Background: an optimization exercise with open tools, aiming at a short achievable clock period and few clock cycles per item. Do not read the settings as production practice. Function was checked by simulation only, so behaviour that the tests miss may differ from the original. No activity file was given, so power comes from the tool's default toggle rates.

==> inputs of try-pepper <==
==> flow/design.v (excerpt) <==
module dint_encoder (
    input  wire         clk,
    input  wire         rst,
    input  wire         start,
    input  wire [31:0]  n_in,
    input  wire [31:0]  max_n,
    input  wire [15:0]  esc_lo,
    output reg          src_rd_en,
    output reg  [29:0]  src_rd_addr,
    input  wire [31:0]  src_rd_data,
    output reg          enc_rd_en,
    output reg  [4:0]   enc_rd_size,
    output reg  [511:0] enc_rd_block,
    input  wire         enc_rd_hit,
    input  wire [15:0]  enc_rd_cw,
    output reg          out_valid,
    output reg  [15:0]  out_data,
    output reg          busy,
    output reg          done,
    output reg  [15:0]  err_code,
    output reg  [31:0]  dst_used,
    output reg  [31:0]  int_count,
    output reg  [31:0]  cw_count,
    output reg  [31:0]  lit_count,
    output reg  [31:0]  universe
);
==> flow/config.mk <==
export PLATFORM = sky130hd
export DESIGN_NAME = dint_encoder
export DESIGN_NICKNAME = dint_encoder
export VERILOG_FILES = /design/flow/design.v
export SDC_FILE = /design/flow/constraint.sdc
export NUM_CORES = 4
export LEC_CHECK = 0
export ABC_CLOCK_PERIOD_IN_PS = 2500
export CAP_MARGIN = 20
export CELL_PAD_IN_SITES_DETAIL_PLACEMENT = 1
export CELL_PAD_IN_SITES_GLOBAL_PLACEMENT = 1
export CORE_MARGIN = 2
export CORE_UTILIZATION = 30
export SETUP_SLACK_MARGIN = 3.6
export SLEW_MARGIN = 20
==> flow/constraint.sdc <==
create_clock -name core_clock -period 7.0 [get_ports {clk}]
set_input_delay 1.4000 -clock core_clock [delete_from_list [all_inputs] [get_ports {clk}]]
set_output_delay 1.4000 -clock core_clock [all_outputs]
set_load 0.01 [all_outputs]
run.sh (not shown) runs the stock make flow with config.mk's settings and CLKGATE_MAP_FILE= SYNTH_SCRIPT=/design/flow/synth_recipe.tcl, a recipe that flattens the netlist after the stock synthesis.
==> try-xenon (differences from try-pepper) <==
--- a/flow/design.v
+++ b/flow/design.v
@@ -82,19 +82,21 @@
         end
     end
     wire [4:0] dok0  = {tx[0],  tx[1],  tx[3],  tx[7],  tx[15]};
     wire [4:0] dok1  = {tx[1],  tx[2],  tx[4],  tx[8],  tx[16]};
     wire [4:0] dok2  = {tx[2],  tx[3],  tx[5],  tx[9],  tx[17]};
     wire [4:0] dok4  = {tx[4],  tx[5],  tx[7],  tx[11], tx[19]};
     wire [4:0] dok8  = {tx[8],  tx[9],  tx[11], tx[15], tx[23]};
     wire [4:0] dok16 = {tx[16], tx[17], tx[19], tx[23], tx[31]};
-    wire [4:0] exh  = all_arr ? dok0 : 5'b11111;
+    reg  [4:0] exh;           
     wire       hv   = tx[0];
-    wire [4:0] candh = ~h_iss & dok0;
+    wire [4:0] hi    = h_iss | ((x0_v && !x0_s) ? x0_oh : 5'd0);
+    wire [4:0] si    = s_iss | ((x0_v &&  x0_s) ? x0_oh : 5'd0);
+    wire [4:0] candh = ~hi & dok0;
     wire       anyh  = |candh;
     wire [4:0] xh = (x1_v && !x1_s) ? x1_oh : 5'd0;
     function [4:0] first1;   
         input [4:0] v;
         begin
             first1 = 5'd0;
             if      (v[0]) first1 = 5'b00001;
             else if (v[1]) first1 = 5'b00010;
@@ -105,49 +107,72 @@
     endfunction
     function [4:0] doksel;
         input [4:0] oh;
         begin
             doksel = ({5{oh[0]}} & dok16) | ({5{oh[1]}} & dok8) | ({5{oh[2]}} & dok4) |
                      ({5{oh[3]}} & dok2)  | ({5{oh[4]}} & dok1);
         end
     endfunction
+    reg [4:0] ca_tj [0:4];
+    reg [4:0] ca_tv, ca_keep;
+    reg [4:0] ca_c;
+    always @(*) begin
+        for (j = 0; j < 5; j = j + 1) begin
+            ca_keep[j] = s_v & dq[j];
+            case (j)
+                0: ca_c = dok16;
+                1: ca_c = dok8;
+                2: ca_c = dok4;
+                3: ca_c = dok2;
+                default: ca_c = dok1;
+            endcase
+            ca_c = ca_c & ~(ca_keep[j] ? si : 5'd0);
+            ca_tj[j] = first1(ca_c);
+            ca_tv[j] = |ca_c;
+        end
+    end
+    wire [4:0] tjh = first1(candh);
     function [25:0] decide;
         input hyp;
-        reg [4:0] kn, ht, mne, res_at, a_oh, ap_oh, cand, candr, cands;
+        reg [4:0] kn, ht, mne, res_at, a_oh, ap_oh, tjr, tjs, tj;
         reg [5:0] pre, off;
-        reg       lit, resolved, keepr, keeps, ts;
+        reg       lit, resolved, keeps, ts, tvr, tvs, tv;
         integer   m;
         begin
             kn = h_kn | xh;
             ht = h_ht | (hyp ? xh : 5'd0);
             mne = (kn & ~ht) | ~exh;
             pre[0] = 1'b1;
             for (m = 0; m < 5; m = m + 1) pre[m+1] = pre[m] & mne[m];
             for (m = 0; m < 5; m = m + 1) res_at[m] = pre[m] & exh[m] & ht[m];
             lit = pre[5] & hv;
             a_oh = res_at | {lit, 4'd0};
             resolved = |a_oh;
             ap_oh = first1(ht);
             if (ht == 5'd0) ap_oh = 5'b10000;
-            keepr = s_v & |(dq & a_oh);
-            keeps = s_v & |(dq & ap_oh);
-            candr = ~(keepr ? s_iss : 5'd0) & doksel(a_oh);
-            cands = ~(keeps ? s_iss : 5'd0) & doksel(ap_oh);
+            keeps = |(ap_oh & ca_keep);
+            tjr = 5'd0; tjs = 5'd0;
+            for (m = 0; m < 5; m = m + 1) begin
+                tjr = tjr | ({5{a_oh[m]}}  & ca_tj[m]);
+                tjs = tjs | ({5{ap_oh[m]}} & ca_tj[m]);
+            end
+            tvr = |(a_oh & ca_tv);
+            tvs = |(ap_oh & ca_tv);
             if (resolved) begin
-                cand = candr; ts = 1'b0;
+                tj = tjr; tv = tvr; ts = 1'b0;
                 off = {a_oh[0], a_oh[1], a_oh[2], a_oh[3], a_oh[4], 1'b0};
             end else if (anyh) begin
-                cand = candh; ts = 1'b0;
+                tj = tjh; tv = 1'b1; ts = 1'b0;
                 off = 6'b000001;
             end else begin
-                cand = cands; ts = 1'b1;
+                tj = tjs; tv = tvs; ts = 1'b1;
                 off = {1'b0, ap_oh[1], ap_oh[2], ap_oh[3], ap_oh[4], 1'b0};
             end
-            decide = {resolved, lit, a_oh, |cand, ts, first1(cand), off, ap_oh, keeps};
+            decide = {resolved, lit, a_oh, tv, ts, tj, off, ap_oh, keeps};
         end
     endfunction
     wire [25:0] dec0 = decide(1'b0);
     wire [25:0] dec1 = decide(1'b1);
     wire        hit  = enc_rd_hit;
     wire [25:0] dec  = hit ? dec1 : dec0;
     wire [5:0] sh0  = (dec0[25] & run) ? {dec0[19], dec0[20], dec0[21], dec0[22], dec0[23], 1'b0} : 6'b000001;
     wire [5:0] sh1  = (dec1[25] & run) ? {dec1[19], dec1[20], dec1[21], dec1[22], dec1[23], 1'b0} : 6'b000001;
@@ -163,16 +188,25 @@
             wtn1[i] = (sh1[0] & tx[i])     | (sh1[1] & tx[i + 1]) | (sh1[2] & tx[i + 2]) |
                       (sh1[3] & tx[i + 4]) | (sh1[4] & tx[i + 8]) | (sh1[5] & tx[i + 16]);
         end
         for (k = 0; k < 16; k = k + 1)
             nblk[32*k +: 32] = ({32{off[0]}} & wx[k])     | ({32{off[1]}} & wx[k + 1]) |
                                ({32{off[2]}} & wx[k + 2]) | ({32{off[3]}} & wx[k + 4]) |
                                ({32{off[4]}} & wx[k + 8]) | ({32{off[5]}} & wx[k + 16]);
     end
+    reg [W-1:0] trn0, trn1;
+    always @(*) begin
+        for (i = 0; i < W; i = i + 1) begin
+            trn0[i] = wtn0[i] | (rdv1 & ((i == 0) ? 1'b1 : wtn0[(i + W - 1) % W]));
+            trn1[i] = wtn1[i] | (rdv1 & ((i == 0) ? 1'b1 : wtn1[(i + W - 1) % W]));
+        end
+    end
+    wire [4:0] dokn0 = {trn0[0], trn0[1], trn0[3], trn0[7], trn0[15]};
+    wire [4:0] dokn1 = {trn1[0], trn1[1], trn1[3], trn1[7], trn1[15]};
     wire [WX-1:0] bnd = ~tx & {tx[WX-2:0], 1'b1};
     reg  [W-1:0]  bsh0, bsh1;
     always @(*) begin
         for (i = 0; i < W; i = i + 1) begin
             bsh0[i] = (sh0[0] & bnd[i])     | (sh0[1] & bnd[i + 1]) | (sh0[2] & bnd[i + 2]) |
                       (sh0[3] & bnd[i + 4]) | (sh0[4] & bnd[i + 8]) | (sh0[5] & bnd[i + 16]);
             bsh1[i] = (sh1[0] & bnd[i])     | (sh1[1] & bnd[i + 1]) | (sh1[2] & bnd[i + 2]) |
                       (sh1[3] & bnd[i + 4]) | (sh1[4] & bnd[i + 8]) | (sh1[5] & bnd[i + 16]);
@@ -185,17 +219,16 @@
     wire       d_ts   = dec[17];
     wire [4:0] d_tj   = dec[16:12];
     wire [5:0] d_off  = dec[11:6];
     wire [4:0] d_ap   = dec[5:1];
     wire       d_keep = dec[0];
     wire       keep_r  = s_v & |(dq & d_a);
     wire       stall   = (q_cnt >= QS);
     wire       d_issue = run & d_tv & ~stall;
-    wire [4:0] iss_m   = d_issue ? d_tj : 5'd0;
     reg [4:0]  ha_kn, ha_ht, sa_kn, sa_ht;
     reg [15:0] ha_cw [0:4];
     reg [15:0] sa_cw [0:4];
     always @(*) begin
         for (j = 0; j < 5; j = j + 1) begin
             ha_kn[j] = h_kn[j] | (x1_v & ~x1_s & x1_oh[j]);
             ha_ht[j] = h_ht[j] | (x1_v & ~x1_s & x1_oh[j] & enc_rd_hit);
             ha_cw[j] = (x1_v & ~x1_s & x1_oh[j]) ? enc_rd_cw : h_cw[j];
@@ -255,16 +288,17 @@
                 esc         <= esc_lo;
                 n_r         <= n_in;
                 max_r       <= max_n;
                 reads_left  <= n_in;
                 src_rd_addr <= 30'd0;
                 tr          <= {W{1'b0}};
                 ps          <= 6'b000001;
                 all_arr     <= 1'b0;
+                exh         <= 5'b11111;
                 h_iss <= 5'd0; h_kn <= 5'd0; h_ht <= 5'd0;
                 s_iss <= 5'd0; s_kn <= 5'd0; s_ht <= 5'd0;
                 s_v   <= 1'b0; dq <= 5'b10000;
                 q_cnt <= 4'd0; q_rp <= 3'd0; q_wp <= 3'd0;
                 ophase <= 2'd0;
                 if (start) begin
                     err_code   <= ERR_NONE;
                     dst_used   <= 32'd0;
@@ -279,47 +313,47 @@
                 end
             end else begin
                 reads_left <= rl_next;
                 if (rd_now) src_rd_addr <= src_rd_addr + 30'd1;
                 rdv1      <= rd_now;
                 rdv       <= rdv1;
                 src_rd_en <= ((|reads_left[31:1]) || (reads_left[0] && !rd_now)) && room;
                 all_arr   <= (rl_next == 32'd0) && !rd_now;
+                exh       <= ((rl_next == 32'd0) && !rd_now) ? (hit ? dokn1 : dokn0) : 5'b11111;
                 for (i = 0; i < W; i = i + 1) begin
-                    tr[i]  <= hit ? (wtn1[i] | (rdv1 & ((i == 0) ? 1'b1 : wtn1[(i + W - 1) % W])))
-                                  : (wtn0[i] | (rdv1 & ((i == 0) ? 1'b1 : wtn0[(i + W - 1) % W])));
+                    tr[i]  <= hit ? trn1[i] : trn0[i];
                     ins[i] <= rdv1 & (hit ? bsh1[i] : bsh0[i]);
                 end
                 if (d_res) begin
                     if (keep_r) begin
-                        h_iss <= s_iss | iss_m; h_kn <= sa_kn; h_ht <= sa_ht;
+                        h_iss <= si; h_kn <= sa_kn; h_ht <= sa_ht;
                         for (j = 0; j < 5; j = j + 1) h_cw[j] <= sa_cw[j];
                     end else begin
-                        h_iss <= iss_m; h_kn <= 5'd0; h_ht <= 5'd0;
+                        h_iss <= 5'd0; h_kn <= 5'd0; h_ht <= 5'd0;
                     end
                     s_v <= 1'b0;
                     s_iss <= 5'd0; s_kn <= 5'd0; s_ht <= 5'd0;
                 end else begin
-                    h_kn <= ha_kn; h_ht <= ha_ht;
+                    h_kn <= ha_kn; h_ht <= ha_ht; h_iss <= hi;
                     for (j = 0; j < 5; j = j + 1) h_cw[j] <= ha_cw[j];
                     if (!d_ts) begin
-                        h_iss <= h_iss | iss_m;
+                        s_iss <= si;
                         s_kn  <= sa_kn; s_ht <= sa_ht;
                         for (j = 0; j < 5; j = j + 1) s_cw[j] <= sa_cw[j];
                     end else begin
                         dq  <= d_ap;
                         s_v <= 1'b1;
                         if (d_keep) begin
                             s_kn <= sa_kn; s_ht <= sa_ht;
                             for (j = 0; j < 5; j = j + 1) s_cw[j] <= sa_cw[j];
-                            s_iss <= s_iss | iss_m;
+                            s_iss <= si;
                         end else begin
                             s_kn <= 5'd0; s_ht <= 5'd0;
-                            s_iss <= iss_m;
+                            s_iss <= 5'd0;
                         end
                     end
                 end
                 x1_oh <= x0_oh;
                 if (d_res) begin
                     x1_v <= x0_v & x0_s & keep_r;
                     x1_s <= 1'b0;
                 end else if (d_ts && !d_keep) begin
==> run notes <==
Via count: try-pepper is lower than try-xenon (about 5.6%).
Between try-xenon and try-pepper, the lower core utilization is in try-pepper (gap 0.99 points).
Critical path depth: try-xenon is lower than try-pepper (1).
try-pepper finished clean. try-xenon went through all stages and came out clean.
In try-pepper the clock power is lower than in try-xenon, by about 4%.
Between try-pepper and try-xenon, the lower synthesized area is in try-pepper (gap 1.4%, measured against try-xenon).
Against try-xenon, the global-route usage of try-pepper is lower by 4.3 points.
In try-xenon the register-to-register slack is lower than in try-pepper, by 0.12 ns.
In try-xenon the total power is larger than in try-pepper, by about 1.1%.
Testbench counts of try-pepper, summed over its fixed seeds: cycles 33,267, items 23,793.
Testbench counts of try-xenon, summed over its fixed seeds: cycles 33,267, items 23,793.

[re-timing with driven ports]
No port has a modelled driver above. Below, the same layouts with a new extraction and two added sets of constraints. Step 1: set_driving_cell puts a clkbuf_16 on clk and a buf_2 on each other input, an assumption about the parent block. Step 2 moves the port delays by t, midway between the first and last clock arrival at a register: inputs arrive t later, outputs are due t later. That takes back most of the time a late clock gives input paths. Slacks: ideal ports / drivers / drivers and shift; pairs: ideal ports / drivers.
run | t (ns) | setup WS [ns] | slew at the worst register clock pin (ns) | worst slew at a driven data input, ns
try-pepper | 1.145 | 3.168 / 3.168 / 2.241 | 0.07 / 0.07 | 0.08
try-xenon | 1.139 | 3.049 / 3.049 / 2.215 | 0.07 / 0.07 | 0.47
After both steps every run listed still meets setup and hold. For try-pepper, which loses most, drivers alone change the setup slack by 0.000 ns; drivers and shift together by -0.927 ns.
